Context: an optimization exercise on an open-source flow, tuned for small area, a short achievable clock period and few clock cycles. The choices shown serve that exercise and are no tape-out recipe.
Function was checked by simulation only, so behaviour that the tests miss may differ from the original.
Power and IR drop assume default switching activity.

## run A
// rsu_radix
module rsu_radix (
    input  wire        clk,
    input  wire        rst,         
    input  wire        start,
    input  wire [7:0]  cmd,         
    input  wire [15:0] len,         
    input  wire [63:0] val,         
    output wire        ready,
    input  wire        in_valid,
    input  wire [7:0]  in_data,
    output wire        in_ready,
    output wire        out_valid,
    output wire [7:0]  out_data,
    input  wire        out_ready,
    output reg         done,
    output wire [2:0]  err,
    output wire [15:0] out_len,
    output reg  [63:0] res          
);
clock: 8.0 ns
lec_check: 0
abc_area: 1
cap_margin: 20
core_margin: 2
core_utilization: 60
place_density: 0.75
setup_slack_margin: 5.0
slew_margin: 20
standard.sh (not shown) runs the stock make flow with config.mk's settings and CLKGATE_MAP_FILE= SYNTH_SCRIPT=/design/flow/synth_recipe.tcl, a recipe that flattens the netlist after the stock synthesis.
==> flow/flow/run.sh <==
#!/bin/bash
# Standard ORFS layout (standard synthesis unchanged), with the port buffers
# made of the smallest plain buffer instead of the default choice.
set -euo pipefail
bash standard.sh BUFFER_PORTS_ARGS="-buffer_cell sky130_fd_sc_hd__buf_1" finish > orfs_flow.log 2>&1
Run A: full flow OK, the timing, design-rule and antenna checks passed
Testbench counts of run A, summed over its fixed seeds: cycles 30,049.
--- input diff run A..run B ---
- swapping 5.0 for 4.9 in SETUP_SLACK_MARGIN
Results
Run B ended with every stage complete and zero timing, DRC or antenna violations. The cell with the largest stage delay on the worst path comes out nor4_2 in one run and dfxtp_4 in the other, namely in run B and run A respectively. Run B vs. run A: headroom to the max-slew limit went up by 6.1 points. Looking at run A and run B, the summed instance area of the synthesized netlist is a wash. From run A to run B the numbers moved as follows: first-pass iteration count of the detailed router was more or less identical, register-to-register setup slack went down by 80 ps, final area went down by 0.44%.
The following lists how run C was set up differently from run B:
- SETUP_SLACK_MARGIN removed (was 4.9)
==> flow/flow/run.sh <==
#!/bin/bash
# Standard ORFS layout (standard synthesis unchanged), with the port buffers
# made of the smallest plain buffer, and timing repair aimed 5.35 ns below the
# clock period.
set -euo pipefail
bash standard.sh BUFFER_PORTS_ARGS="-buffer_cell sky130_fd_sc_hd__buf_1" SETUP_SLACK_MARGIN=5.35 finish > orfs_flow.log 2>&1
- Run C against run B: footprint of the multi-input gates climbed about 10%, global-route usage climbed 1.8 points, wire length climbed 5500 um, fill cell instance count of the final layout dropped 335.

---

Starting RTL as in the previous note.
## rsu_radix
module rsu_radix (
    input  wire        clk,
    input  wire        rst,         
    input  wire        start,
    input  wire [7:0]  cmd,         
    input  wire [15:0] len,         
    input  wire [63:0] val,         
    output wire        ready,
    input  wire        in_valid,
    input  wire [7:0]  in_data,
    output wire        in_ready,
    output wire        out_valid,
    output wire [7:0]  out_data,
    input  wire        out_ready,
    output reg         done,
    output wire [2:0]  err,
    output wire [15:0] out_len,
    output reg  [63:0] res          
);
export LEC_CHECK = 0
export ABC_AREA = 1
export CAP_MARGIN = 20
export CORE_MARGIN = 2
export CORE_UTILIZATION = 60
export PLACE_DENSITY = 0.75
export SLEW_MARGIN = 20
create_clock -name core_clock -period 8.0 [get_ports {clk}]
==> flow/flow/run.sh <==
#!/bin/bash
# Standard ORFS layout (standard synthesis unchanged), with the port buffers
# made of the smallest plain buffer, and timing repair aimed 5.25 ns below the
# clock period.
set -euo pipefail
bash standard.sh BUFFER_PORTS_ARGS="-buffer_cell sky130_fd_sc_hd__buf_1" SETUP_SLACK_MARGIN=5.25 finish > orfs_flow.log 2>&1
Testbench counts at the start, summed over its fixed seeds: cycles 30,049.
Next try:
==> flow/flow/run.sh (replaced) <==
#!/bin/bash
# Standard ORFS layout (standard synthesis unchanged), with the port buffers
# made of the smallest plain buffer, and timing repair aimed 5.15 ns below the
# clock period.
set -euo pipefail
bash standard.sh BUFFER_PORTS_ARGS="-buffer_cell sky130_fd_sc_hd__buf_1" SETUP_SLACK_MARGIN=5.15 finish > orfs_flow.log 2>&1
What happened:
- cell area shrinks by about 1.8%
- sequential power is about the same
- final cell count decreases by 0.74%
- utilization decreases by 1.3 points
- count of clock-buffer cells in the layout drops by 1
- power shrinks by about 2.3%
- critical path depth stays the same
- setup slack gets worse by 16 ps
- hold slack gets worse by 4.5 ps
- register-to-register slack is about the same
- synthesized cell count does not change
Next try:
==> flow/flow/run.sh (replaced) <==
#!/bin/bash
# Standard ORFS layout (standard synthesis unchanged), with the port buffers
# made of the smallest plain buffer instead of the default choice.
set -euo pipefail
bash standard.sh BUFFER_PORTS_ARGS="-buffer_cell sky130_fd_sc_hd__buf_1" finish > orfs_flow.log 2>&1
Settings changed: CORE_UTILIZATION 60 to 50, PLACE_DENSITY 0.75 to 0.7, SETUP_SLACK_MARGIN set to 5.0.
The changed run ran to the end with no violations.
Via count shrinks by a few percent.
Power grows slightly.
Cell area shrinks slightly.
Sequential power stays flat.
Utilization shrinks by 13 points.
Wire length shrinks slightly.
Setup slack loses 75 ps.
Global-route usage shrinks by 6.7 points.
Next try:
Settings changed: ABC_AREA 1 to unset, CORE_UTILIZATION 50 to 60, PLACE_DENSITY 0.7 to 0.75.
After rerunning:
- worst hold slack degrades by 18 ps
- routed wire length decreases by a little under a tenth
- sequential share of layout area decreases by 0.35 points
- area after synthesis increases slightly
- cell count decreases by about a fifth
- via count decreases by roughly a tenth
- sequential power stays flat
- setup slack degrades by 26 ps
- global-route usage increases by 3.0 points

---

Starting RTL as in the previous note.
==> flow/config.mk <==
export PLATFORM = sky130hd
export DESIGN_NAME = rsu_radix
export DESIGN_NICKNAME = rsu_radix
export VERILOG_FILES = /design/flow/design.v
export SDC_FILE = /design/flow/constraint.sdc
export NUM_CORES = 4
export LEC_CHECK = 0
export ABC_AREA = 1
export CAP_MARGIN = 20
export CORE_MARGIN = 2
export CORE_UTILIZATION = 60
export PLACE_DENSITY = 0.75
export SLEW_MARGIN = 20
==> flow/constraint.sdc <==
create_clock -name core_clock -period 8.0 [get_ports {clk}]
set_input_delay 1.6000 -clock core_clock [delete_from_list [all_inputs] [get_ports {clk}]]
set_output_delay 1.6000 -clock core_clock [all_outputs]
set_load 0.01 [all_outputs]
==> flow/flow/run.sh <==
#!/bin/bash
# Standard ORFS layout (standard synthesis unchanged), with the port buffers
# made of the smallest plain buffer, and timing repair aimed 5.2 ns below the
# clock period.
set -euo pipefail
bash standard.sh BUFFER_PORTS_ARGS="-buffer_cell sky130_fd_sc_hd__buf_1" SETUP_SLACK_MARGIN=5.2 finish > orfs_flow.log 2>&1
The starting point passed the timing, design-rule and antenna checks.
Testbench counts at the start, summed over its fixed seeds: cycles 30,049.
Change:
==> flow/flow/run.sh (replaced) <==
#!/bin/bash
# Standard ORFS layout (standard synthesis unchanged), with the port buffers
# made of the smallest plain buffer instead of the default choice.
set -euo pipefail
bash standard.sh BUFFER_PORTS_ARGS="-buffer_cell sky130_fd_sc_hd__buf_1" finish > orfs_flow.log 2>&1
ABC_AREA = unset   (was 1)
CORE_UTILIZATION = 40   (was 60)
PLACE_DENSITY = unset   (was 0.75)
SETUP_SLACK_MARGIN = 5.0   (was unset)
Outcome: Final area fell by 0.83%. Maximum frequency goes down by about 6%. Total power went down by about 0.6%. Worst setup slack loses 180 ps. Non-clock buffer count shrinks by 30. Via count drops by about 17%. Clock power came out higher by about 5%. Routed wire length goes down by about 7%. Combinational power came out lower by 23%. Clock skew fell by 11 ps.

==> what the ideal ports hide <==
The flow's constraints put no driver on any port. The routed layouts listed below were extracted and timed again, unchanged, in two steps. Step 1 (the two cells are an assumption about what drives the block):
set clk [get_ports {clk}]
set_driving_cell -lib_cell sky130_fd_sc_hd__clkbuf_16 $clk
set_driving_cell -lib_cell sky130_fd_sc_hd__buf_2 [delete_from_list [all_inputs] $clk]
Step 2 moves the port delays by t, midway between the first and last clock arrival at a register: inputs arrive t later, outputs are due t later. That takes back most of the time a late clock gives input paths. a / b / c = no drivers / after step 1 / after step 2; a / b = the first two.
| run | shift t [ns] | setup WS [ns] | worst register clock-pin slew, ns |
|---|---|---|---|
| run A | 0.596 | 5.094 / 5.046 / 4.541 | 0.07 / 0.07 |
| run B | 0.569 | 4.995 / 5.011 / 4.455 | 0.07 / 0.07 |
| run C | 0.589 | 5.226 / 5.195 / 4.682 | 0.06 / 0.06 |
| the first run of note 2 | 0.596 | 5.178 / 5.127 / 4.685 | 0.07 / 0.07 |
| the second run of note 2 | 0.590 | 5.162 / 5.113 / 4.661 | 0.07 / 0.07 |
| the third run of note 2 | 0.572 | 5.087 / 5.038 / 4.539 | 0.07 / 0.07 |
| the fourth run of note 2 | 0.573 | 5.062 / 5.037 / 4.515 | 0.07 / 0.07 |
| the first run of note 3 | 0.566 | 5.218 / 5.169 / 4.741 | 0.06 / 0.06 |
| the second run of note 3 | 0.579 | 5.037 / 4.996 / 4.456 | 0.06 / 0.06 |
After both steps every run listed still meets setup and hold. For the second run of note 3, which loses most, drivers alone change the setup slack by -0.041 ns; drivers and shift together by -0.581 ns.
